This is an optimization exercise on Yosys and OpenROAD, whose aim is small area, a short achievable clock period and few clock cycles, not a production implementation.
In this exercise RTL edits were held to simulation tests only and were not proved equivalent to the original.
Power and IR drop assume default switching activity.

## design.v

```verilog
module pect_asin (
  input  wire [8:0]  k,
  output reg  [14:0] t,
  output reg  [10:0] d
);
  always @* begin
    case (k)
      9'd0: begin t = 15'd0; d = 11'd57; end
      9'd1: begin t = 15'd57; d = 11'd57; end
      9'd2: begin t = 15'd114; d = 11'd57; end
      9'd3: begin t = 15'd171; d = 11'd58; end
      9'd4: begin t = 15'd229; d = 11'd57; end
      9'd5: begin t = 15'd286; d = 11'd57; end
      9'd6: begin t = 15'd343; d = 11'd58; end
      9'd7: begin t = 15'd401; d = 11'd57; end
      9'd8: begin t = 15'd458; d = 11'd57; end
      9'd9: begin t = 15'd515; d = 11'd58; end
      9'd10: begin t = 15'd573; d = 11'd57; end
      9'd11: begin t = 15'd630; d = 11'd57; end
      9'd12: begin t = 15'd687; d = 11'd58; end
      9'd13: begin t = 15'd745; d = 11'd57; end
      9'd14: begin t = 15'd802; d = 11'd57; end
      9'd15: begin t = 15'd859; d = 11'd58; end
      9'd16: begin t = 15'd917; d = 11'd57; end
      9'd17: begin t = 15'd974; d = 11'd58; end
      9'd18: begin t = 15'd1032; d = 11'd57; end
      9'd19: begin t = 15'd1089; d = 11'd58; end
      9'd20: begin t = 15'd1147; d = 11'd57; end
      9'd21: begin t = 15'd1204; d = 11'd58; end
      9'd22: begin t = 15'd1262; d = 11'd57; end
      9'd23: begin t = 15'd1319; d = 11'd58; end
      9'd24: begin t = 15'd1377; d = 11'd57; end
      9'd25: begin t = 15'd1434; d = 11'd58; end
      9'd26: begin t = 15'd1492; d = 11'd57; end
      9'd27: begin t = 15'd1549; d = 11'd58; end
      9'd28: begin t = 15'd1607; d = 11'd58; end
      9'd29: begin t = 15'd1665; d = 11'd57; end
      9'd30: begin t = 15'd1722; d = 11'd58; end
      9'd31: begin t = 15'd1780; d = 11'd58; end
      9'd32: begin t = 15'd1838; d = 11'd58; end
      9'd33: begin t = 15'd1896; d = 11'd57; end
      9'd34: begin t = 15'd1953; d = 11'd58; end
      9'd35: begin t = 15'd2011; d = 11'd58; end
      9'd36: begin t = 15'd2069; d = 11'd58; end
      9'd37: begin t = 15'd2127; d = 11'd58; end
      9'd38: begin t = 15'd2185; d = 11'd58; end
      9'd39: begin t = 15'd2243; d = 11'd58; end
      9'd40: begin t = 15'd2301; d = 11'd58; end
      9'd41: begin t = 15'd2359; d = 11'd58; end
      9'd42: begin t = 15'd2417; d = 11'd58; end
      9'd43: begin t = 15'd2475; d = 11'd58; end
      9'd44: begin t = 15'd2533; d = 11'd58; end
      9'd45: begin t = 15'd2591; d = 11'd58; end
      9'd46: begin t = 15'd2649; d = 11'd59; end
      9'd47: begin t = 15'd2708; d = 11'd58; end
      9'd48: begin t = 15'd2766; d = 11'd58; end
      9'd49: begin t = 15'd2824; d = 11'd59; end
      9'd50: begin t = 15'd2883; d = 11'd58; end
      9'd51: begin t = 15'd2941; d = 11'd59; end
      9'd52: begin t = 15'd3000; d = 11'd58; end
      9'd53: begin t = 15'd3058; d = 11'd59; end
      9'd54: begin t = 15'd3117; d = 11'd59; end
      9'd55: begin t = 15'd3176; d = 11'd58; end
      9'd56: begin t = 15'd3234; d = 11'd59; end
      9'd57: begin t = 15'd3293; d = 11'd59; end
      9'd58: begin t = 15'd3352; d = 11'd59; end
      9'd59: begin t = 15'd3411; d = 11'd59; end
      9'd60: begin t = 15'd3470; d = 11'd58; end
      9'd61: begin t = 15'd3528; d = 11'd60; end
      9'd62: begin t = 15'd3588; d = 11'd59; end
      9'd63: begin t = 15'd3647; d = 11'd59; end
      9'd64: begin t = 15'd3706; d = 11'd59; end
      9'd65: begin t = 15'd3765; d = 11'd59; end
      9'd66: begin t = 15'd3824; d = 11'd60; end
      9'd67: begin t = 15'd3884; d = 11'd59; end
      9'd68: begin t = 15'd3943; d = 11'd59; end
      9'd69: begin t = 15'd4002; d = 11'd60; end
      9'd70: begin t = 15'd4062; d = 11'd60; end
      9'd71: begin t = 15'd4122; d = 11'd59; end
      9'd72: begin t = 15'd4181; d = 11'd60; end
      9'd73: begin t = 15'd4241; d = 11'd60; end
      9'd74: begin t = 15'd4301; d = 11'd60; end
      9'd75: begin t = 15'd4361; d = 11'd60; end
      9'd76: begin t = 15'd4421; d = 11'd60; end
      9'd77: begin t = 15'd4481; d = 11'd60; end
      9'd78: begin t = 15'd4541; d = 11'd60; end
      9'd79: begin t = 15'd4601; d = 11'd60; end
      9'd80: begin t = 15'd4661; d = 11'd61; end
      9'd81: begin t = 15'd4722; d = 11'd60; end
      9'd82: begin t = 15'd4782; d = 11'd61; end
      9'd83: begin t = 15'd4843; d = 11'd60; end
      9'd84: begin t = 15'd4903; d = 11'd61; end
      9'd85: begin t = 15'd4964; d = 11'd61; end
      9'd86: begin t = 15'd5025; d = 11'd61; end
      9'd87: begin t = 15'd5086; d = 11'd61; end
      9'd88: begin t = 15'd5147; d = 11'd61; end
      9'd89: begin t = 15'd5208; d = 11'd61; end
      9'd90: begin t = 15'd5269; d = 11'd61; end
      9'd91: begin t = 15'd5330; d = 11'd61; end
      9'd92: begin t = 15'd5391; d = 11'd62; end
      9'd93: begin t = 15'd5453; d = 11'd61; end
      9'd94: begin t = 15'd5514; d = 11'd62; end
      9'd95: begin t = 15'd5576; d = 11'd62; end
      9'd96: begin t = 15'd5638; d = 11'd62; end
      9'd97: begin t = 15'd5700; d = 11'd62; end
      9'd98: begin t = 15'd5762; d = 11'd62; end
      9'd99: begin t = 15'd5824; d = 11'd62; end
      9'd100: begin t = 15'd5886; d = 11'd62; end
      9'd101: begin t = 15'd5948; d = 11'd63; end
      9'd102: begin t = 15'd6011; d = 11'd62; end
      9'd103: begin t = 15'd6073; d = 11'd63; end
      9'd104: begin t = 15'd6136; d = 11'd62; end
      9'd105: begin t = 15'd6198; d = 11'd63; end
      9'd106: begin t = 15'd6261; d = 11'd63; end
      9'd107: begin t = 15'd6324; d = 11'd63; end
      9'd108: begin t = 15'd6387; d = 11'd64; end
      9'd109: begin t = 15'd6451; d = 11'd63; end
      9'd110: begin t = 15'd6514; d = 11'd64; end
      9'd111: begin t = 15'd6578; d = 11'd63; end
      9'd112: begin t = 15'd6641; d = 11'd64; end
      9'd113: begin t = 15'd6705; d = 11'd64; end
      9'd114: begin t = 15'd6769; d = 11'd64; end
      9'd115: begin t = 15'd6833; d = 11'd64; end
      9'd116: begin t = 15'd6897; d = 11'd65; end
      9'd117: begin t = 15'd6962; d = 11'd64; end
      9'd118: begin t = 15'd7026; d = 11'd65; end
      9'd119: begin t = 15'd7091; d = 11'd65; end
      9'd120: begin t = 15'd7156; d = 11'd64; end
      9'd121: begin t = 15'd7220; d = 11'd66; end
      9'd122: begin t = 15'd7286; d = 11'd65; end
      9'd123: begin t = 15'd7351; d = 11'd65; end
      9'd124: begin t = 15'd7416; d = 11'd66; end
      9'd125: begin t = 15'd7482; d = 11'd66; end
      9'd126: begin t = 15'd7548; d = 11'd65; end
      9'd127: begin t = 15'd7613; d = 11'd67; end
      9'd128: begin t = 15'd7680; d = 11'd66; end
      9'd129: begin t = 15'd7746; d = 11'd66; end
      9'd130: begin t = 15'd7812; d = 11'd67; end
      9'd131: begin t = 15'd7879; d = 11'd67; end
      9'd132: begin t = 15'd7946; d = 11'd67; end
      9'd133: begin t = 15'd8013; d = 11'd67; end
      9'd134: begin t = 15'd8080; d = 11'd67; end
      9'd135: begin t = 15'd8147; d = 11'd68; end
      9'd136: begin t = 15'd8215; d = 11'd67; end
      9'd137: begin t = 15'd8282; d = 11'd68; end
      9'd138: begin t = 15'd8350; d = 11'd68; end
      9'd139: begin t = 15'd8418; d = 11'd69; end
      9'd140: begin t = 15'd8487; d = 11'd68; end
      9'd141: begin t = 15'd8555; d = 11'd69; end
      9'd142: begin t = 15'd8624; d = 11'd69; end
      9'd143: begin t = 15'd8693; d = 11'd69; end
      9'd144: begin t = 15'd8762; d = 11'd70; end
      9'd145: begin t = 15'd8832; d = 11'd69; end
      9'd146: begin t = 15'd8901; d = 11'd70; end
      9'd147: begin t = 15'd8971; d = 11'd70; end
      9'd148: begin t = 15'd9041; d = 11'd70; end
      9'd149: begin t = 15'd9111; d = 11'd71; end
      9'd150: begin t = 15'd9182; d = 11'd71; end
      9'd151: begin t = 15'd9253; d = 11'd71; end
      9'd152: begin t = 15'd9324; d = 11'd71; end
      9'd153: begin t = 15'd9395; d = 11'd72; end
      9'd154: begin t = 15'd9467; d = 11'd72; end
      9'd155: begin t = 15'd9539; d = 11'd72; end
      9'd156: begin t = 15'd9611; d = 11'd72; end
      9'd157: begin t = 15'd9683; d = 11'd73; end
      9'd158: begin t = 15'd9756; d = 11'd73; end
      9'd159: begin t = 15'd9829; d = 11'd73; end
      9'd160: begin t = 15'd9902; d = 11'd74; end
      9'd161: begin t = 15'd9976; d = 11'd74; end
      9'd162: begin t = 15'd10050; d = 11'd74; end
      9'd163: begin t = 15'd10124; d = 11'd74; end
      9'd164: begin t = 15'd10198; d = 11'd75; end
      9'd165: begin t = 15'd10273; d = 11'd75; end
      9'd166: begin t = 15'd10348; d = 11'd75; end
      9'd167: begin t = 15'd10423; d = 11'd76; end
      9'd168: begin t = 15'd10499; d = 11'd76; end
      9'd169: begin t = 15'd10575; d = 11'd77; end
      9'd170: begin t = 15'd10652; d = 11'd77; end
      9'd171: begin t = 15'd10729; d = 11'd77; end
      9'd172: begin t = 15'd10806; d = 11'd77; end
      9'd173: begin t = 15'd10883; d = 11'd78; end
      9'd174: begin t = 15'd10961; d = 11'd79; end
      9'd175: begin t = 15'd11040; d = 11'd78; end
      9'd176: begin t = 15'd11118; d = 11'd79; end
      9'd177: begin t = 15'd11197; d = 11'd80; end
      9'd178: begin t = 15'd11277; d = 11'd80; end
      9'd179: begin t = 15'd11357; d = 11'd80; end
      9'd180: begin t = 15'd11437; d = 11'd81; end
      9'd181: begin t = 15'd11518; d = 11'd81; end
      9'd182: begin t = 15'd11599; d = 11'd82; end
      9'd183: begin t = 15'd11681; d = 11'd82; end
      9'd184: begin t = 15'd11763; d = 11'd83; end
      9'd185: begin t = 15'd11846; d = 11'd83; end
      9'd186: begin t = 15'd11929; d = 11'd83; end
      9'd187: begin t = 15'd12012; d = 11'd85; end
      9'd188: begin t = 15'd12097; d = 11'd84; end
      9'd189: begin t = 15'd12181; d = 11'd86; end
      9'd190: begin t = 15'd12267; d = 11'd85; end
      9'd191: begin t = 15'd12352; d = 11'd87; end
      9'd192: begin t = 15'd12439; d = 11'd87; end
      9'd193: begin t = 15'd12526; d = 11'd87; end
      9'd194: begin t = 15'd12613; d = 11'd88; end
      9'd195: begin t = 15'd12701; d = 11'd89; end
      9'd196: begin t = 15'd12790; d = 11'd89; end
      9'd197: begin t = 15'd12879; d = 11'd90; end
      9'd198: begin t = 15'd12969; d = 11'd91; end
      9'd199: begin t = 15'd13060; d = 11'd92; end
      9'd200: begin t = 15'd13152; d = 11'd92; end
      9'd201: begin t = 15'd13244; d = 11'd93; end
      9'd202: begin t = 15'd13337; d = 11'd93; end
      9'd203: begin t = 15'd13430; d = 11'd95; end
      9'd204: begin t = 15'd13525; d = 11'd95; end
      9'd205: begin t = 15'd13620; d = 11'd96; end
      9'd206: begin t = 15'd13716; d = 11'd97; end
      9'd207: begin t = 15'd13813; d = 11'd98; end
      9'd208: begin t = 15'd13911; d = 11'd99; end
      9'd209: begin t = 15'd14010; d = 11'd99; end
      9'd210: begin t = 15'd14109; d = 11'd101; end
      9'd211: begin t = 15'd14210; d = 11'd102; end
      9'd212: begin t = 15'd14312; d = 11'd102; end
      9'd213: begin t = 15'd14414; d = 11'd104; end
      9'd214: begin t = 15'd14518; d = 11'd105; end
      9'd215: begin t = 15'd14623; d = 11'd106; end
      9'd216: begin t = 15'd14729; d = 11'd108; end
      9'd217: begin t = 15'd14837; d = 11'd108; end
      9'd218: begin t = 15'd14945; d = 11'd110; end
      9'd219: begin t = 15'd15055; d = 11'd112; end
      9'd220: begin t = 15'd15167; d = 11'd112; end
      9'd221: begin t = 15'd15279; d = 11'd115; end
      9'd222: begin t = 15'd15394; d = 11'd116; end
      9'd223: begin t = 15'd15510; d = 11'd117; end
      9'd224: begin t = 15'd15627; d = 11'd119; end
      9'd225: begin t = 15'd15746; d = 11'd121; end
      9'd226: begin t = 15'd15867; d = 11'd123; end
      9'd227: begin t = 15'd15990; d = 11'd125; end
      9'd228: begin t = 15'd16115; d = 11'd127; end
      9'd229: begin t = 15'd16242; d = 11'd130; end
      9'd230: begin t = 15'd16372; d = 11'd131; end
      9'd231: begin t = 15'd16503; d = 11'd134; end
      9'd232: begin t = 15'd16637; d = 11'd137; end
      9'd233: begin t = 15'd16774; d = 11'd140; end
      9'd234: begin t = 15'd16914; d = 11'd143; end
      9'd235: begin t = 15'd17057; d = 11'd146; end
      9'd236: begin t = 15'd17203; d = 11'd150; end
      9'd237: begin t = 15'd17353; d = 11'd153; end
      9'd238: begin t = 15'd17506; d = 11'd158; end
      9'd239: begin t = 15'd17664; d = 11'd162; end
      9'd240: begin t = 15'd17826; d = 11'd168; end
      9'd241: begin t = 15'd17994; d = 11'd172; end
      9'd242: begin t = 15'd18166; d = 11'd179; end
      9'd243: begin t = 15'd18345; d = 11'd186; end
      9'd244: begin t = 15'd18531; d = 11'd193; end
      9'd245: begin t = 15'd18724; d = 11'd202; end
      9'd246: begin t = 15'd18926; d = 11'd213; end
      9'd247: begin t = 15'd19139; d = 11'd224; end
      9'd248: begin t = 15'd19363; d = 11'd239; end
      9'd249: begin t = 15'd19602; d = 11'd256; end
      9'd250: begin t = 15'd19858; d = 11'd278; end
      9'd251: begin t = 15'd20136; d = 11'd307; end
      9'd252: begin t = 15'd20443; d = 11'd349; end
      9'd253: begin t = 15'd20792; d = 11'd413; end
      9'd254: begin t = 15'd21205; d = 11'd538; end
      9'd255: begin t = 15'd21743; d = 11'd1297; end
      9'd256: begin t = 15'd23040; d = 11'd0; end
      default: begin t = 15'd23040; d = 11'd0; end
    endcase
  end
endmodule
module pect_conv (
  input  wire               clk,
  input  wire               rst,
  input  wire [1:0]         start,
  input  wire [15:0]        h0,
  input  wire [16:0]        n0,
  input  wire [15:0]        off0,
  input  wire [15:0]        sc0,
  input  wire [15:0]        h1,
  input  wire [16:0]        n1,
  input  wire [15:0]        off1,
  input  wire [15:0]        sc1,
  output wire [1:0]         busy,
  output wire [1:0]         res_we,
  output reg  [1:0]         res_ref,
  output reg  [1:0]         res_clamp,
  output reg  [15:0]        res_ang0,
  output reg  [15:0]        res_ang1
);
  wire        bz0, bz1;
  wire [3:0]  ph0, ph1;
  wire [16:0] nn0, nn1;
  wire [49:0] acc0, acc1;
  wire [15:0] dq0, dq1;
  wire        neg0, neg1, ovf0, ovf1, q160, q161, ws0, ws1;
  assign busy = {bz1, bz0};
  reg  [2:0] mo0, mo1;
  wire need_m0 = |mo0;
  wire need_m1 = |mo1;
  reg  need_t0, need_t1, need_i0, need_i1;
  wire gt = !need_t0;                   
  wire run0 = bz0;
  wire run1 = bz1 && !(need_m1 && need_m0) && !(need_t1 && need_t0) && !(need_i1 && need_i0);
  function [2:0] mo_next;
    input       st, rn;
    input [3:0] p;
    input [2:0] cur;
    begin
      if (st)
        mo_next = 3'b001;
      else if (rn)
        mo_next = (p == 4'd2) ? 3'b010 : (p == 4'd3) ? 3'b100 : 3'b000;
      else
        mo_next = cur;
    end
  endfunction
  wire [2:0]  mo0_d = mo_next(start[0], run0, ph0, mo0);
  wire [2:0]  mo1_d = mo_next(start[1], run1, ph1, mo1);
  always @(posedge clk) begin
    if (rst) begin
      mo0 <= 3'b000;
      mo1 <= 3'b000;
      need_t0 <= 1'b0;
      need_t1 <= 1'b0;
      need_i0 <= 1'b0;
      need_i1 <= 1'b0;
    end else begin
      mo0 <= mo0_d;
      mo1 <= mo1_d;
      need_t0 <= !start[0] && (run0 ? ph0 == 4'd7 : need_t0);
      need_t1 <= !start[1] && (run1 ? ph1 == 4'd7 : need_t1);
      need_i0 <= !start[0] && (run0 ? ph0 == 4'd9 : need_i0);
      need_i1 <= !start[1] && (run1 ? ph1 == 4'd9 : need_i1);
    end
  end
  reg  [2:0]  ms0, ms1;
  wire [33:0] v0 = acc0[33:0] ^ {34{ws0}};
  wire [33:0] v1 = acc1[33:0] ^ {34{ws1}};
  wire [16:0] ma = ({17{ms0[0]}} & nn0) | ({17{ms0[1]}} & v0[33:17]) | ({17{ms0[2]}} & v0[16:0]) |
                   ({17{ms1[0]}} & nn1) | ({17{ms1[1]}} & v1[33:17]) | ({17{ms1[2]}} & v1[16:0]);
  wire [15:0] mb = ({16{ms0[0]}} & off0) | ({16{ms0[1] | ms0[2]}} & sc0) |
                   ({16{ms1[0]}} & off1) | ({16{ms1[1] | ms1[2]}} & sc1);
  wire        mws = (ms0[2] && ws0) || (ms1[2] && ws1);
  wire [24:0] mpl = ma * mb[7:0] + (mws ? {17'd0, mb[7:0]} : 25'd0);
  wire [24:0] mph = ma * mb[15:8] + (mws ? {17'd0, mb[15:8]} : 25'd0);
  reg  [24:0] rpl, rph;
  reg  [2:0]  rs0, rs1;      
  always @(posedge clk) begin
    if (rst) begin
      rs0 <= 3'b000;
      rs1 <= 3'b000;
      ms0 <= 3'b000;
      ms1 <= 3'b000;
    end else begin
      rs0 <= ms0;
      rs1 <= ms1;
      ms0 <= mo0_d;
      ms1 <= (mo0_d != 3'b000) ? 3'b000 : mo1_d;
    end
    rpl  <= mpl;
    rph  <= mph;
  end
  wire [49:0] madd  = ({50{rs0[0]}} & -{18'd0, h0, 16'd0}) | ({50{rs1[0]}} & -{18'd0, h1, 16'd0}) |
                      ({50{rs0[2]}} & {acc0[49:17], 17'd0}) | ({50{rs1[2]}} & {acc1[49:17], 17'd0});
  wire [49:0] mout  = {25'd0, rpl} + {17'd0, rph, 8'd0} + madd;
  wire        wsgn  = mout[34];                     
  wire [33:0] wv    = mout[33:0];
  wire [1:0]  m2w   = {rs1[0], rs0[0]};
  wire [1:0]  m2t   = {rs1[1], rs0[1]};
  wire [1:0]  m2p   = {rs1[2], rs0[2]};
  wire [15:0] tdq  = gt ? dq1 : dq0;        
  wire        tbig = gt ? ovf1 : ovf0;      
  wire        tk16 = gt ? q161 : q160;      
  wire [8:0]  tk   = tk16 ? 9'd256 : {1'b0, tdq[7:0]};
  wire        tneg = gt ? neg1 : neg0;
  wire [14:0] tt;
  wire [10:0] td;
  pect_asin u_asin (.k(tk), .t(tt), .d(td));
  wire [15:0] tts  = tneg ? -{1'b0, tt} : {1'b0, tt};
  wire [11:0] tds  = tneg ? -{1'b0, td} : {1'b0, td};
  wire [49:0] tab  = {tbig, tneg, 4'd0, tts, tds, 16'd0};
  wire        is1  = need_i1 && !need_i0;
  wire [49:0] iacc = ({50{need_i0}} & acc0) | ({50{is1}} & acc1);
  wire [15:0] idq  = ({16{need_i0}} & dq0) | ({16{is1}} & dq1);    
  wire signed [24:0] iz = $signed({iacc[43:28], 8'd0}) + $signed(iacc[27:16]) * $signed({1'b0, idq[7:0]}) +
                          $signed({17'd0, {8{iacc[48]}}});
  wire [15:0] ang  = iz[23:8];
  wire        iclamp = iacc[49];
  wire fref0, fok0, fref1, fok1;
  pect_ctx u_c0 (
    .clk(clk), .rst(rst), .start(start[0]), .run(run0), .n(n0),
    .m2w(m2w[0]), .m2t(m2t[0]), .m2p(m2p[0]), .mout(mout), .wv(wv), .wsgn(wsgn), .ws(ws0),
    .tab(tab), .bz(bz0), .ph(ph0), .nn(nn0), .acc(acc0), .dq(dq0),
    .neg(neg0), .ovf(ovf0), .q16(q160), .fin_ref(fref0), .fin_ok(fok0));
  pect_ctx u_c1 (
    .clk(clk), .rst(rst), .start(start[1]), .run(run1), .n(n1),
    .m2w(m2w[1]), .m2t(m2t[1]), .m2p(m2p[1]), .mout(mout), .wv(wv), .wsgn(wsgn), .ws(ws1),
    .tab(tab), .bz(bz1), .ph(ph1), .nn(nn1), .acc(acc1), .dq(dq1),
    .neg(neg1), .ovf(ovf1), .q16(q161), .fin_ref(fref1), .fin_ok(fok1));
  assign res_we = {fref1 || fok1, fref0 || fok0};
  always @(posedge clk) begin
    if (rst) begin
      res_ref   <= 2'b11;
      res_clamp <= 2'b00;
      res_ang0  <= 16'd0;
      res_ang1  <= 16'd0;
    end else begin
      if (res_we[0])
        res_ref[0] <= fref0;
      if (fok0) begin
        res_clamp[0] <= iclamp;
        res_ang0     <= ang;
      end
      if (res_we[1])
        res_ref[1] <= fref1;
      if (fok1) begin
        res_clamp[1] <= iclamp;
        res_ang1     <= ang;
      end
    end
  end
endmodule
module pect_ctx (
  input  wire        clk,
  input  wire        rst,
  input  wire        start,
  input  wire        run,
  input  wire [16:0] n,         
  input  wire        m2w,       
  input  wire        m2t,       
  input  wire        m2p,
  input  wire [49:0] mout,
  input  wire [33:0] wv,
  input  wire        wsgn,
  input  wire [49:0] tab,
  output reg         bz,
  output reg  [3:0]  ph,
  output wire [16:0] nn,
  output reg  [49:0] acc,
  output reg  [15:0] dq,
  output reg         neg,
  output reg         ws,        
  output reg         ovf,       
  output reg         q16,       
  output wire        fin_ref,
  output wire        fin_ok
);
  reg  [16:0] rem;
  reg  [18:0] n3;
  reg  [16:0] nd;            
  assign nn      = n;
  assign fin_ref = run && !start && ph == 4'd1 && nn == 17'd0;
  assign fin_ok  = run && !start && ph == 4'd10;
  function [18:0] dig;      
    input [16:0] r;
    input [1:0]  b;
    input [16:0] n;
    input [18:0] n3v;
    reg   [18:0] x;
    reg   [19:0] s1, s2, s3;
    begin
      x  = {r, b};
      s1 = {1'b0, x} - {3'b0, n};
      s2 = {1'b0, x} - {2'b0, n, 1'b0};
      s3 = {1'b0, x} - {1'b0, n3v};
      if (!s3[19])      dig = {2'd3, s3[16:0]};
      else if (!s2[19]) dig = {2'd2, s2[16:0]};
      else if (!s1[19]) dig = {2'd1, s1[16:0]};
      else              dig = {2'd0, x[16:0]};
    end
  endfunction
  wire [25:0] r0    = acc[49:24];
  wire        ge    = r0 >= {9'd0, nd};
  wire [25:0] rd    = r0 - {9'd0, nd};
  wire        gt_   = (rd[25:1] != 25'd0) || ({rd[0], acc[23:8]} >= nd);
  wire [18:0] g1    = dig(rem, dq[15:14], nd, n3);
  wire [18:0] g2    = dig(g1[16:0], dq[13:12], nd, n3);
  always @(posedge clk) begin
    if (rst) begin
      bz  <= 1'b0;
      ph  <= 4'd0;
      acc <= 50'd0;
      rem <= 17'd0;
      dq  <= 16'd0;
      n3  <= 19'd0;
      nd  <= 17'd0;
      neg <= 1'b0;
      ws  <= 1'b0;
      ovf <= 1'b0;
      q16 <= 1'b0;
    end else begin
      if (m2w) begin
        acc[33:0] <= wv;
        ws        <= wsgn;
        neg       <= !wsgn;
      end
      if (m2t)
        acc[49:17] <= mout[32:0];
      if (m2p) begin
        acc <= mout;
        rem <= mout[40:24];
        dq  <= mout[23:8];
      end
      if (start) begin
        bz <= 1'b1;
        ph <= 4'd1;
      end else if (run) begin
        ph <= ph + 4'd1;
        case (ph)
          4'd1: begin
            n3 <= {2'b0, nn} + {1'b0, nn, 1'b0};
            nd <= nn;
            if (nn == 17'd0)
              bz <= 1'b0;
          end
          4'd6, 4'd7, 4'd8, 4'd9: begin
            if (ph == 4'd6) begin
              q16 <= ge;
              ovf <= ge && gt_;
            end
            rem <= g2[16:0];
            dq  <= {dq[11:0], g1[18:17], g2[18:17]};
            if (ph == 4'd8)
              acc <= tab;
          end
          4'd10: bz <= 1'b0;
          default: ;
        endcase
      end
    end
  end
endmodule
module pect_channel (
  input  wire               clk,
  input  wire               rst,
  input  wire               edge_valid,
  input  wire               edge_rise,
  input  wire [15:0]        edge_ts,
  input  wire               tick,
  input  wire               res_new,
  input  wire               res_ref,
  input  wire               res_clamp,
  input  wire [15:0]        res_ang,
  input  wire               mean_we,
  input  wire [15:0]        mean_in,
  input  wire               cal_we,
  input  wire [31:0]        cal_wdata,
  input  wire               diag_clr,
  input  wire               conv_ex,      
  input  wire               push_ex,      
  input  wire               push_imm,     
  input  wire               push_ang,     
  input  wire               split_ex,     
  input  wire               split_imm,    
  input  wire [15:0]        imm,
  input  wire               xs_imm,       
  input  wire               xs_ang,       
  input  wire               xs_sum,       
  output wire               chg,
  output wire               settled,
  output reg                ang_eq_pv,
  output reg                mdirty,
  output reg                pushed,       
  output reg  [18:0]        sum,
  output reg                st_state,
  output reg                st_primed,
  output reg                st_valid,
  output reg  [15:0]        rise_ts,
  output reg  [15:0]        fall_ts,
  output reg  [15:0]        dur_high,
  output reg  [15:0]        dur_low,
  output reg  [16:0]        nsum,         
  output reg  [15:0]        cal_off,
  output reg  [15:0]        cal_scale,
  output reg  [15:0]        angle,
  output reg  [15:0]        div0_cnt,
  output reg  [15:0]        clamp_cnt,
  output reg  [2:0]         wptr,
  output reg  [15:0]        win0,
  output reg  [15:0]        win1,
  output reg  [15:0]        win2,
  output reg  [15:0]        win3,
  output reg  [15:0]        win4,
  output reg  [15:0]        mean,
  output reg  [8:0]         ht,
  output reg  [6:0]         pwm_cnt,
  output reg                pwm_out
);
  reg  [18:0] s2;
  reg         unset;
  reg  [2:0]  xs_r;
  wire cap_rise = edge_valid && edge_rise && !st_state;
  wire [15:0] dh_d   = fall_ts - rise_ts;
  wire [15:0] nlo_d  = edge_ts - rise_ts;
  wire cap_fall = edge_valid && !edge_rise && st_state;
  assign chg     = (cap_rise && st_primed) || cal_we;
  assign settled = !unset && ({xs_imm, xs_ang, xs_sum} == xs_r);
  wire [15:0] pv = res_ref ? angle : res_ang;
  reg  [15:0] wsel;
  always @* begin
    case (wptr)
      3'd0: wsel = win0;
      3'd1: wsel = win1;
      3'd2: wsel = win2;
      3'd3: wsel = win3;
      default: wsel = win4;
    endcase
  end
  wire [15:0] xv   = xs_imm ? imm : xs_ang ? angle : xs_sum ? wsel : pv;
  wire [18:0] s2_d = sum - {{3{wsel[15]}}, wsel} + {{3{xv[15]}}, xv};
  wire [18:0] fx   = s2;
  wire [10:0] fw   = fx[18:8] + 11'd640 + (fx[18] ? {10'd2, fx[7:0] != 8'd0} : 11'd0);
  wire [21:0] fq   = fw * 11'd1639 + 22'd3555328;
  wire [8:0]  ht_s = fq[21:13];
  wire [7:0]  dq   = imm[15:8] + {7'd0, imm[15] && (imm[7:0] != 8'd0)};
  wire [8:0]  ht_i = {dq[7], dq} + 9'd50;
  wire [15:0] pval = push_imm ? imm : (push_ang ? angle : pv);
  wire [6:0]  n    = pwm_cnt + 7'd1;
  wire        n_le = $signed({2'b00, n}) <= $signed(ht);
  wire        n_ge = n >= 7'd100;
  always @(posedge clk) begin
    if (rst) begin
      st_state   <= 1'b0;
      st_primed  <= 1'b0;
      st_valid   <= 1'b0;
      rise_ts    <= 16'd0;
      fall_ts    <= 16'd0;
      dur_high   <= 16'd0;
      dur_low    <= 16'd0;
      nsum       <= 17'd0;
      cal_off    <= 16'h8000;
      cal_scale  <= 16'h0800;
      angle      <= 16'd0;
      div0_cnt   <= 16'd0;
      clamp_cnt  <= 16'd0;
      wptr       <= 3'd0;
      win0       <= 16'd0;
      win1       <= 16'd0;
      win2       <= 16'd0;
      win3       <= 16'd0;
      win4       <= 16'd0;
      mean       <= 16'd0;
      ht         <= 9'd50;
      pwm_cnt    <= 7'd0;
      pwm_out    <= 1'b0;
      sum        <= 19'd0;
      s2         <= 19'd0;
      unset      <= 1'b0;
      xs_r       <= 3'b000;
      mdirty     <= 1'b0;
      pushed     <= 1'b0;
      ang_eq_pv  <= 1'b1;
    end else begin
      if (cap_rise) begin
        if (st_primed) begin
          dur_high <= dh_d;
          dur_low  <= edge_ts - fall_ts;
          nsum     <= {nlo_d < dh_d, nlo_d};
          st_valid <= 1'b1;
        end
        rise_ts   <= edge_ts;
        st_primed <= 1'b1;
        st_state  <= 1'b1;
      end else if (cap_fall) begin
        fall_ts  <= edge_ts;
        st_state <= 1'b0;
      end
      if (cal_we) begin
        cal_scale <= cal_wdata[31:16];
        cal_off   <= cal_wdata[15:0];
      end
      if (conv_ex && !res_ref)
        angle <= res_ang;
      if (diag_clr) begin
        div0_cnt  <= 16'd0;
        clamp_cnt <= 16'd0;
      end else if (conv_ex) begin
        if (res_ref && div0_cnt != 16'hFFFF)
          div0_cnt <= div0_cnt + 16'd1;
        if (!res_ref && res_clamp && clamp_cnt != 16'hFFFF)
          clamp_cnt <= clamp_cnt + 16'd1;
      end
      if (conv_ex)
        ang_eq_pv <= 1'b1;
      else if (res_new)
        ang_eq_pv <= 1'b0;
      if (push_ex) begin
        case (wptr)
          3'd0: win0 <= pval;
          3'd1: win1 <= pval;
          3'd2: win2 <= pval;
          3'd3: win3 <= pval;
          default: win4 <= pval;
        endcase
        wptr <= (wptr == 3'd4) ? 3'd0 : wptr + 3'd1;
        sum  <= s2;
      end
      s2    <= s2_d;
      xs_r  <= {xs_imm, xs_ang, xs_sum};
      unset <= push_ex || res_new;
      pushed <= push_ex;
      if (push_ex)
        mdirty <= 1'b1;
      else if (mean_we)
        mdirty <= 1'b0;
      if (mean_we)
        mean <= mean_in;
      if (split_ex)
        ht <= split_imm ? ht_i : ht_s;
      if (tick) begin
        if (n_le)
          pwm_out <= 1'b1;
        else if (!n_ge)
          pwm_out <= 1'b0;
        pwm_cnt <= n_ge ? 7'd0 : n;
      end
    end
  end
endmodule
module pect (
  input  wire        clk,
  input  wire        rst,
  input  wire [1:0]  edge_valid,
  input  wire [1:0]  edge_rise,
  input  wire [15:0] edge_ts0,
  input  wire [15:0] edge_ts1,
  input  wire        tick,
  input  wire        host_valid,
  input  wire        host_write,
  input  wire [8:0]  host_addr,
  input  wire [31:0] host_wdata,
  output wire        host_ready,
  output reg         host_done,
  output reg  [31:0] host_rdata,
  output wire [1:0]  arm_pol,
  output wire [1:0]  pwm_out
);
  localparam S_IDLE = 2'd0, S_EXEC = 2'd1, S_RDW = 2'd2;
  reg  [1:0]  state;
  reg         xcnt;         
  reg         illegal;
  reg         op_rch;       
  reg  [15:0] op_imm;       
  reg         op_ch;
  wire        acc      = host_valid && host_ready;
  wire [6:0]  widx     = host_addr[8:2];
  wire        a_ch0    = (widx[6:5] == 2'b01);
  wire        a_ch1    = (widx[6:5] == 2'b10);
  wire [4:0]  roff     = widx[4:0];
  function [7:0] dec;        
    input [31:0] w;
    reg r0, i0, ch;
    reg [3:0] op;
    begin
      op = w[31:28]; ch = w[27];
      r0 = (w[26:16] == 11'd0); i0 = (w[15:0] == 16'd0);
      dec[6] = op == 4'h0 && !ch && i0;
      dec[5] = op == 4'h3 && i0;
      dec[4] = op == 4'h9 && i0;
      dec[3] = op == 4'h4 && i0;
      dec[2] = op == 4'h5;
      dec[1] = op == 4'h6 && i0;
      dec[0] = op == 4'h7;
      dec[7] = r0 && (dec[6:0] != 7'd0);
    end
  endfunction
  wire [7:0]  fd       = dec(host_wdata);
  wire        f_ch     = host_wdata[27];
  reg  [7:0]  sd;                    
  wire        s_ch     = op_ch;
  wire        s_on     = (state == S_EXEC);
  wire        s_cmd    = s_on;
  wire        ch_state  [0:1];
  wire        ch_primed [0:1];
  wire        ch_valid  [0:1];
  wire [15:0] ch_rise   [0:1];
  wire [15:0] ch_fall   [0:1];
  wire [15:0] ch_dh     [0:1];
  wire [15:0] ch_dl     [0:1];
  wire [16:0] ch_n      [0:1];
  wire [15:0] ch_off    [0:1];
  wire [15:0] ch_sc     [0:1];
  wire [15:0] ch_angle  [0:1];
  wire [15:0] ch_div0   [0:1];
  wire [15:0] ch_clamp  [0:1];
  wire [2:0]  ch_wptr   [0:1];
  wire [15:0] ch_win0   [0:1];
  wire [15:0] ch_win1   [0:1];
  wire [15:0] ch_win2   [0:1];
  wire [15:0] ch_win3   [0:1];
  wire [15:0] ch_win4   [0:1];
  wire [15:0] ch_mean   [0:1];
  wire [8:0]  ch_ht     [0:1];
  wire [6:0]  ch_cnt    [0:1];
  wire        ch_pwm    [0:1];
  wire        ch_chg    [0:1];
  wire        ch_settled[0:1];
  wire        ch_aeq    [0:1];
  wire        ch_pushed [0:1];
  wire [1:0]  cv_busy, cv_we, cv_ref, cv_clamp;
  wire [15:0] cv_ang0, cv_ang1;
  wire        rdy0  = !cv_busy[0];
  wire        rdy1  = !cv_busy[1];
  pect_conv u_conv (
    .clk       (clk),
    .rst       (rst),
    .start     ({ch_chg[1], ch_chg[0]}),
    .h0        (ch_dh[0]),
    .n0        (ch_n[0]),
    .off0      (ch_off[0]),
    .sc0       (ch_sc[0]),
    .h1        (ch_dh[1]),
    .n1        (ch_n[1]),
    .off1      (ch_off[1]),
    .sc1       (ch_sc[1]),
    .busy      (cv_busy),
    .res_we    (cv_we),
    .res_ref   (cv_ref),
    .res_clamp (cv_clamp),
    .res_ang0  (cv_ang0),
    .res_ang1  (cv_ang1)
  );
  wire        ch_md  [0:1];
  wire [18:0] ch_sum [0:1];
  wire        msel  = !ch_md[0];
  wire [18:0] msum  = ch_sum[msel];
  wire [36:0] mprod = msum[17:0] * 19'd52429 + {msum[18] ? 15'd13108 : 15'd0, 18'd0};
  wire [15:0] mq    = mprod[33:18];
  wire        rdy   [0:1];
  assign rdy[0] = rdy0;
  assign rdy[1] = rdy1;
  wire        f_base = acc && host_write && (widx == 7'd0) && (host_wdata[26:0] == 27'd0);
  wire [3:0]  f_op   = host_wdata[31:28];
  wire        f_nop  = f_base && f_op == 4'h0 && !f_ch;
  wire [1:0]  f_conv, f_push, f_split;
  genvar fc;
  generate
    for (fc = 0; fc < 2; fc = fc + 1) begin : g_fast
      wire on = f_base && (f_ch == fc);
      wire r  = (fc == 0) ? rdy0 : rdy1;
      wire s  = ch_settled[fc];
      assign f_conv[fc]  = on && r && (f_op == 4'h3 || (f_op == 4'h9 && s));
      assign f_push[fc]  = on && s && ((f_op == 4'h9 && r) || (f_op == 4'h4 && ch_aeq[fc]));
      assign f_split[fc] = on && ((f_op == 4'h9 && r && s) || (f_op == 4'h6 && ch_pushed[fc]));
    end
  endgenerate
  wire        f_go  = f_nop || (f_conv != 2'b00) || (f_push != 2'b00) || (f_split != 2'b00);
  wire        s_ok  = !sd[7] || sd[6] || sd[0] ||
                      (sd[1] && xcnt && ch_settled[s_ch]) ||
                      (sd[5] && rdy[s_ch]) ||
                      (sd[4] && rdy[s_ch] && ch_settled[s_ch]) ||
                      ((sd[3] || sd[2]) && xcnt && ch_settled[s_ch]);
  wire        s_go  = s_cmd && s_ok;
  wire        s_fin = s_on && s_ok;
  wire        w_acc = acc && host_write;
  genvar c;
  generate
    for (c = 0; c < 2; c = c + 1) begin : g_ch
      wire s_here = s_go && sd[7] && (s_ch == c);
      wire w_reg  = w_acc && (c == 0 ? a_ch0 : a_ch1);
      pect_channel u_ch (
        .clk          (clk),
        .rst          (rst),
        .edge_valid   (edge_valid[c]),
        .edge_rise    (edge_rise[c]),
        .edge_ts      (c == 0 ? edge_ts0 : edge_ts1),
        .tick         (tick),
        .res_new      (cv_we[c]),
        .res_ref      (cv_ref[c]),
        .res_clamp    (cv_clamp[c]),
        .res_ang      (c == 0 ? cv_ang0 : cv_ang1),
        .mean_we      (ch_md[c] && (msel == c)),
        .mean_in      (mq),
        .cal_we       (w_reg && roff == 5'd6),
        .cal_wdata    (host_wdata),
        .diag_clr     (w_reg && roff == 5'd15),
        .conv_ex      (f_conv[c] || (s_here && (sd[5] || sd[4]))),
        .push_ex      (f_push[c] || (s_here && (sd[4] || sd[3] || sd[2]))),
        .push_imm     (s_on && sd[2]),
        .push_ang     (s_on && sd[3]),
        .split_ex     (f_split[c] || (s_here && (sd[4] || sd[1] || sd[0]))),
        .split_imm    (s_on && sd[0]),
        .imm          (op_imm),
        .xs_imm       (s_cmd && sd[2] && (s_ch == c)),
        .xs_ang       (s_cmd && sd[3] && (s_ch == c)),
        .xs_sum       (s_cmd && sd[1] && (s_ch == c)),
        .chg          (ch_chg[c]),
        .settled      (ch_settled[c]),
        .ang_eq_pv    (ch_aeq[c]),
        .mdirty       (ch_md[c]),
        .pushed       (ch_pushed[c]),
        .sum          (ch_sum[c]),
        .st_state     (ch_state[c]),
        .st_primed    (ch_primed[c]),
        .st_valid     (ch_valid[c]),
        .rise_ts      (ch_rise[c]),
        .fall_ts      (ch_fall[c]),
        .dur_high     (ch_dh[c]),
        .dur_low      (ch_dl[c]),
        .nsum         (ch_n[c]),
        .cal_off      (ch_off[c]),
        .cal_scale    (ch_sc[c]),
        .angle        (ch_angle[c]),
        .div0_cnt     (ch_div0[c]),
        .clamp_cnt    (ch_clamp[c]),
        .wptr         (ch_wptr[c]),
        .win0         (ch_win0[c]),
        .win1         (ch_win1[c]),
        .win2         (ch_win2[c]),
        .win3         (ch_win3[c]),
        .win4         (ch_win4[c]),
        .mean         (ch_mean[c]),
        .ht           (ch_ht[c]),
        .pwm_cnt      (ch_cnt[c]),
        .pwm_out      (ch_pwm[c])
      );
      assign arm_pol[c] = ch_state[c];
      assign pwm_out[c] = ch_pwm[c];
    end
  endgenerate
  wire [31:0] rv [0:35];             
  wire [35:0] hit;
  genvar k;
  generate
    for (c = 0; c < 2; c = c + 1) begin : g_rv
      wire [8:0] lt9 = 9'd100 - ch_ht[c];
      assign rv[c*18+0]  = {29'd0, ch_valid[c], ch_primed[c], ch_state[c]};
      assign rv[c*18+1]  = {16'd0, ch_rise[c]};
      assign rv[c*18+2]  = {16'd0, ch_fall[c]};
      assign rv[c*18+3]  = {ch_dh[c], ch_dl[c]};
      assign rv[c*18+4]  = {16'd0, ch_dh[c]};
      assign rv[c*18+5]  = {16'd0, ch_dl[c]};
      assign rv[c*18+6]  = {ch_sc[c], ch_off[c]};
      assign rv[c*18+7]  = {{16{ch_angle[c][15]}}, ch_angle[c]};
      assign rv[c*18+8]  = {{16{ch_mean[c][15]}}, ch_mean[c]};
      assign rv[c*18+9]  = {29'd0, ch_wptr[c]};
      assign rv[c*18+10] = {{16{ch_win0[c][15]}}, ch_win0[c]};
      assign rv[c*18+11] = {{16{ch_win1[c][15]}}, ch_win1[c]};
      assign rv[c*18+12] = {{16{ch_win2[c][15]}}, ch_win2[c]};
      assign rv[c*18+13] = {{16{ch_win3[c][15]}}, ch_win3[c]};
      assign rv[c*18+14] = {{16{ch_win4[c][15]}}, ch_win4[c]};
      assign rv[c*18+15] = {ch_clamp[c], ch_div0[c]};
      assign rv[c*18+16] = {{7{ch_ht[c][8]}}, ch_ht[c], {7{lt9[8]}}, lt9};
      assign rv[c*18+17] = {23'd0, ch_pwm[c], 1'b0, ch_cnt[c]};
      for (k = 0; k < 18; k = k + 1) begin : g_hit
        assign hit[c*18+k] = (widx == 7'd32 + 7'd32 * c + k);
      end
    end
  endgenerate
  reg [31:0] rd;
  integer j;
  always @* begin
    rd = {31'd0, (widx == 7'd1) && illegal};
    for (j = 0; j < 36; j = j + 1)
      rd = rd | (rv[j] & {32{hit[j]}});
  end
  assign host_ready = (state == S_IDLE);
  wire   rd_wait    = !host_write && (a_ch0 || a_ch1) && (roff == 5'd8) && ch_md[a_ch1];
  always @(posedge clk) begin
    if (rst) begin
      state      <= S_IDLE;
      xcnt       <= 1'b0;
      illegal    <= 1'b0;
      op_rch     <= 1'b0;
      op_imm     <= 16'd0;
      op_ch      <= 1'b0;
      sd         <= 8'd0;
      host_done  <= 1'b0;
      host_rdata <= 32'd0;
    end else begin
      host_done <= 1'b0;
      if (s_cmd && !sd[7])
        illegal <= 1'b1;
      else if (w_acc && widx == 7'd1 && host_wdata[0])
        illegal <= 1'b0;
      if (state == S_IDLE) begin
        xcnt <= 1'b0;
        if (acc) begin
          host_rdata <= rd;
          op_rch     <= a_ch1;
          op_imm     <= host_wdata[15:0];
          op_ch      <= host_wdata[27];
          sd         <= fd;
          if (rd_wait)
            state <= S_RDW;
          else if (!host_write || widx != 7'd0 || f_go)
            host_done <= 1'b1;
          else
            state <= S_EXEC;
        end
      end else if (state == S_RDW) begin
        if (!ch_md[op_rch]) begin
          host_rdata <= {{16{ch_mean[op_rch][15]}}, ch_mean[op_rch]};
          host_done  <= 1'b1;
          state      <= S_IDLE;
        end
      end else begin
        xcnt <= 1'b1;
        if (s_fin) begin
          host_done <= 1'b1;
          state     <= S_IDLE;
        end
      end
    end
  end
endmodule
```

## run.sh

```bash
#!/bin/bash
# synth_recipe.tcl (not shown) runs the flow's synth.tcl, then flattens the netlist and writes it again
# the make line also repeats each setting of config.mk as NAME=value (left out here)
make -C /OpenROAD-flow-scripts/flow DESIGN_CONFIG=/design/flow/config.mk WORK_HOME=/design/flow/orfs CLKGATE_MAP_FILE= SYNTH_SCRIPT=/design/flow/synth_recipe.tcl finish
```

## config.mk

```make
export PLATFORM = sky130hd
export DESIGN_NAME = pect
export DESIGN_NICKNAME = pect
export VERILOG_FILES = /design/flow/design.v
export SDC_FILE = /design/flow/constraint.sdc
export NUM_CORES = 4
export LEC_CHECK = 0
export ABC_CLOCK_PERIOD_IN_PS = 3500
export CAP_MARGIN = 30
export CORE_MARGIN = 2
export CORE_UTILIZATION = 40
export SLEW_MARGIN = 30
export SYNTH_MEMORY_MAX_BITS = 16384
```

## constraint.sdc

```tcl
create_clock -name core_clock -period 18.0 [get_ports {clk}]
set_input_delay 3.6000 -clock core_clock [delete_from_list [all_inputs] [get_ports {clk}]]
set_output_delay 3.6000 -clock core_clock [all_outputs]
set_load 0.01 [all_outputs]
```

==> impl_metrics.json <==
{
  "status": "timing/DRC/antenna clean",
  "yosys.area_share.xor_xnor_pct": 4.53,
  "syn2layout_area_growth_pct": 9.82,
  "required_ps": 18730,
  "peakVddDrop_mv": 0.0936,
  "die-area_um2": 267000,
  "synth_compound_area_share_pct": 22.9,
  "ctsHtreeMaxLevel": 4,
  "cts-root-buf": "clkbuf_16",
  "final_cell_mix": "1694 x nand2_1, 1212 x inv_1, 1140 x a21oi_1",
  "gp_congestion": 1.08,
  "worst_setup_path_end_kind": "flop",
  "crit_type": "flop to flop",
  "synth-edff-count": 0,
  "ys_ff_latch": 1071,
  "cts_sinks": 1071,
  "vias": 104867,
  "p_per_area_nw_per_um2": 51.7,
  "final_area_um2": 116000,
  "yosys_warnings": 5,
  "ant_nets": 0,
  "die_w_um": 517,
  "grt_usage_pct": 34.1,
  "post_cts_buffers": 0,
  "ys_async_sr_fraction_pct": 0,
  "clock_latency_ps": 850,
  "worst-path-buf-inv": 5,
  "critPathMaxFanout": 21,
  "path_cells": "clkinv_1 -> nand2_1 -> buf_4 -> nand2_1 -> nand2_1 -> nand2_1 -> fa_1 -> inv_1 -> fa_1 -> ha_1 -> inv_1 -> fa_1 -> inv_1 -> ha_1 -> nor2b_1 -> o21ai_0 -> a21boi_0 -> o21ai_0 -> a211oi_1 -> o41ai_1 -> o21ai_0 -> a41oi_1 -> nor2b_1 -> xnor2_1",
  "nFillCells": 26763,
  "die_h_um": 517,
  "synth_nets": 15131,
  "synth_cell_types": 127,
  "skew_ps": 77.7,
  "tritoncts": "done",
  "startpoint_type": "flop",
  "initial_core_util_pct": 40.1,
  "nets": 14982,
  "dp.cells": 16690,
  "period_minus_slack_ps": 8540,
  "synth_ff_type": "dfxtp_1",
  "rows": 188,
  "cts_buffers": 133,
  "antenna_found_initial": 38,
  "ys_top_cells_by_area": "dfxtp_1 20%, ha_1 13%, fa_1 10%",
  "fin_cells": 16964,
  "ioPinCount": 120,
  "final_hold_viol_count": 0,
  "cts_resized": 0,
  "ctsHoldBuffers": 0,
  "fmax_ghz": 0.117,
  "grt_pass1_wl_mm": 671,
  "synth_top_family_by_area": "compound AO/OA/AOI/OAI gates",
  "drtIter0Drc": 14130,
  "first_pass_iters": 11,
  "crit_family": "compound AO/OA/AOI/OAI gates",
  "place.port_buffers": 117,
  "ys_seq_area_share_pct": 20.4,
  "cp_data_arrival_time_ps": 9270,
  "maxSlewHeadroom_pct": 20.4,
  "slowest_stage": "dfxtp_1",
  "netlist_area_um2": 105000,
  "ff_latch_area_um2": 21500,
  "tightest_slew_ps": 1190,
  "synth_top_area_share_pct": 20.4,
  "coreArea_um2": 262000,
  "multiInputGateArea_um2": 76800,
  "synthAdderAreaFrac_pct": 22.6,
  "synthSimpleGateAreaFrac_pct": 19.1,
  "p_total_w": 0.00597,
  "avgRoutedWirePerCell_um": 27.7,
  "syn-instance-count": 13463,
  "drv_cap": 0,
  "final_max_slew_viol_count": 0,
  "hpwlAfterDp_mm": 363,
  "dpl_cell_area_um2": 111000,
  "yosysTopAreaCell": "dfxtp_1",
  "cp_common_cell": "nand2_1",
  "timing.final.crit_share_pct": 47.5,
  "grt_max_degree": 135,
  "drc_errors": 0,
  "gr-total-overflow": 0,
  "cp_slowest_stage_delay_ps": 860,
  "rsz0062_at_grt": "no",
  "drive_gt1_share_pct": 6.36,
  "layout_commonest_cell": "nand2_1",
  "setup_viol": 0,
  "via_per_inst": 6.18,
  "cts.clk_slew.worst_paths_ps": 60,
  "p_leak_nw": 47.5,
  "drt_wl_total_mm": 471,
  "clockBufferDepth": 3,
  "hold_class": "flop to flop",
  "synth_area_per_cell_um2": 7.81,
  "tns_ps": 0,
  "muxShareOfSynthArea_pct": 3.29,
  "grt_pass1_vias": 95625
}
-- state kept, by name, indices dropped and copies added (netlist names), 34 cells and up --
register,count
u_conv.u_c1.acc,50
g_ch.u_ch.sum,38
u_conv.u_c0.acc,50
g_ch.u_ch.nsum,34
g_ch.u_ch.s2,38
-- worst register-to-register path: stages (launching register included) --
cell and delay [ps]:
dfxtp_1 860, clkinv_1 720, nand2_1 250, buf_4 440, nand2_1 440, nand2_1 670
nand2_1 170, fa_1 570, inv_1 50, fa_1 450, ha_1 290, inv_1 40
fa_1 480, inv_1 40, ha_1 300, nor2b_1 140, o21ai_0 180, a21boi_0 160
o21ai_0 380, a211oi_1 190, o41ai_1 710, o21ai_0 250, a41oi_1 330, nor2b_1 200
xnor2_1 130
-- cells in the mapped netlist, drive strengths merged (148+ instances only) --
| cell type | count |
|---|---|
| o21ai | 535 |
| ha | 1061 |
| clkbuf | 563 |
| dfxtp | 1071 |
| nor3 | 300 |
| a22oi | 279 |
| nand2 | 1701 |
| buf | 150 |
| nor2 | 1134 |
| a21oi | 1147 |
| xor2 | 217 |
| a211oi | 187 |
| nand3 | 280 |
| mux2i | 278 |
| inv | 1216 |
| xnor2 | 326 |
| a21o | 148 |
| fa | 525 |
-- metrics by stage --
stage	hold slack [ps]	worst slack, ps	util [%]
after floorplan	431	10930	-
after global placement	441	9530	42.2
after detailed placement	445	9600	42.2
after CTS	451	9750	44.0
after global routing	463	9080	44.1
final	451	9460	44.1
-- cells by family (layout without fill, tap and decap cells) --
| family | after synthesis | count (layout) |
|---|---|---|
| XOR/XNOR | 543 | 543 |
| buffers and inverters | 1934 | 1892 |
| AND/OR/NAND/NOR | 4373 | 4373 |
| flip-flops | 1071 | 1071 |
| other | 0 | 28 |
| multiplexers | 337 | 337 |
| adder cells (fa/ha/maj) | 1586 | 1586 |
| AO/OA/AOI/OAI | 3619 | 3619 |
-- cell type report --
cell class,count,area share (%)
clock inverter,52,0.727
tap,3515,3.81
timing repair buffer,429,3.06
multi-input combinational,10458,66.5
clock buffer,190,3.33
inverter,1221,3.97
sequential,1071,18.6
antenna,28,0.0606
-- final timing paths --
path,slack [ps],depth (start not counted),startpoint,to
max,9460,24,u_conv.ms1[2]$_SDFF_PP0_,u_conv.rph[21]$_DFF_P_
min,450,2,u_conv.u_c1.n3[10]$_SDFFE_PP0P_,u_conv.u_c1.n3[10]$_SDFFE_PP0P_
max reg2reg,9460,24,u_conv.ms1[2]$_SDFF_PP0_,u_conv.rph[21]$_DFF_P_
min reg2reg,450,2,u_conv.u_c1.n3[10]$_SDFFE_PP0P_,u_conv.u_c1.n3[10]$_SDFFE_PP0P_
-- power breakdown --
group	total [W]	internal (W)	switching, W	leakage (nW)
clock network	0.00290	0.00166	0.00124	2.28
registers	0.00244	0.00239	0.0000514	8.64
logic	0.000624	0.000226	0.000398	36.6
total	0.00597	0.00428	0.00169	47.5
-- metal layers --
layer	routed length (um)	up-vias	global-route usage (%)
met1	188000	49909	44.5
met4	36500	14	21.6
met3	57800	1495	10.6
li1	-	47248	-
met5	152	-	0.180
met2	188000	6201	48.3
Testbench counts, summed over its fixed seeds: cycles 11,978.

## static timing again, ports no longer ideal
How much do the figures lean on ideal ports? The routed layout below was timed once more, with nothing changed but the port constraints. Step 1 (the two cells are an assumption about what drives the block):
set clk [get_ports {clk}]
set_driving_cell -lib_cell sky130_fd_sc_hd__clkbuf_16 $clk
set_driving_cell -lib_cell sky130_fd_sc_hd__buf_2 [delete_from_list [all_inputs] $clk]
Step 2, shift: input delay + t, output delay - t, t = (earliest + latest rising clock arrival at the registers) / 2. This alone moves slack from input paths to output paths. a / b / c = ideal / step 1 / step 2; a / b = the first two.
shift t [ns]: 0.911
setup WS [ns]: 9.455 / 9.455 / 9.455
latest minus earliest clock arrival (ns): 0.080 / 0.080
After both steps setup and hold are still met in this run. For this run, drivers alone change the setup slack by 0.000 ns; drivers and shift together by 0.000 ns.
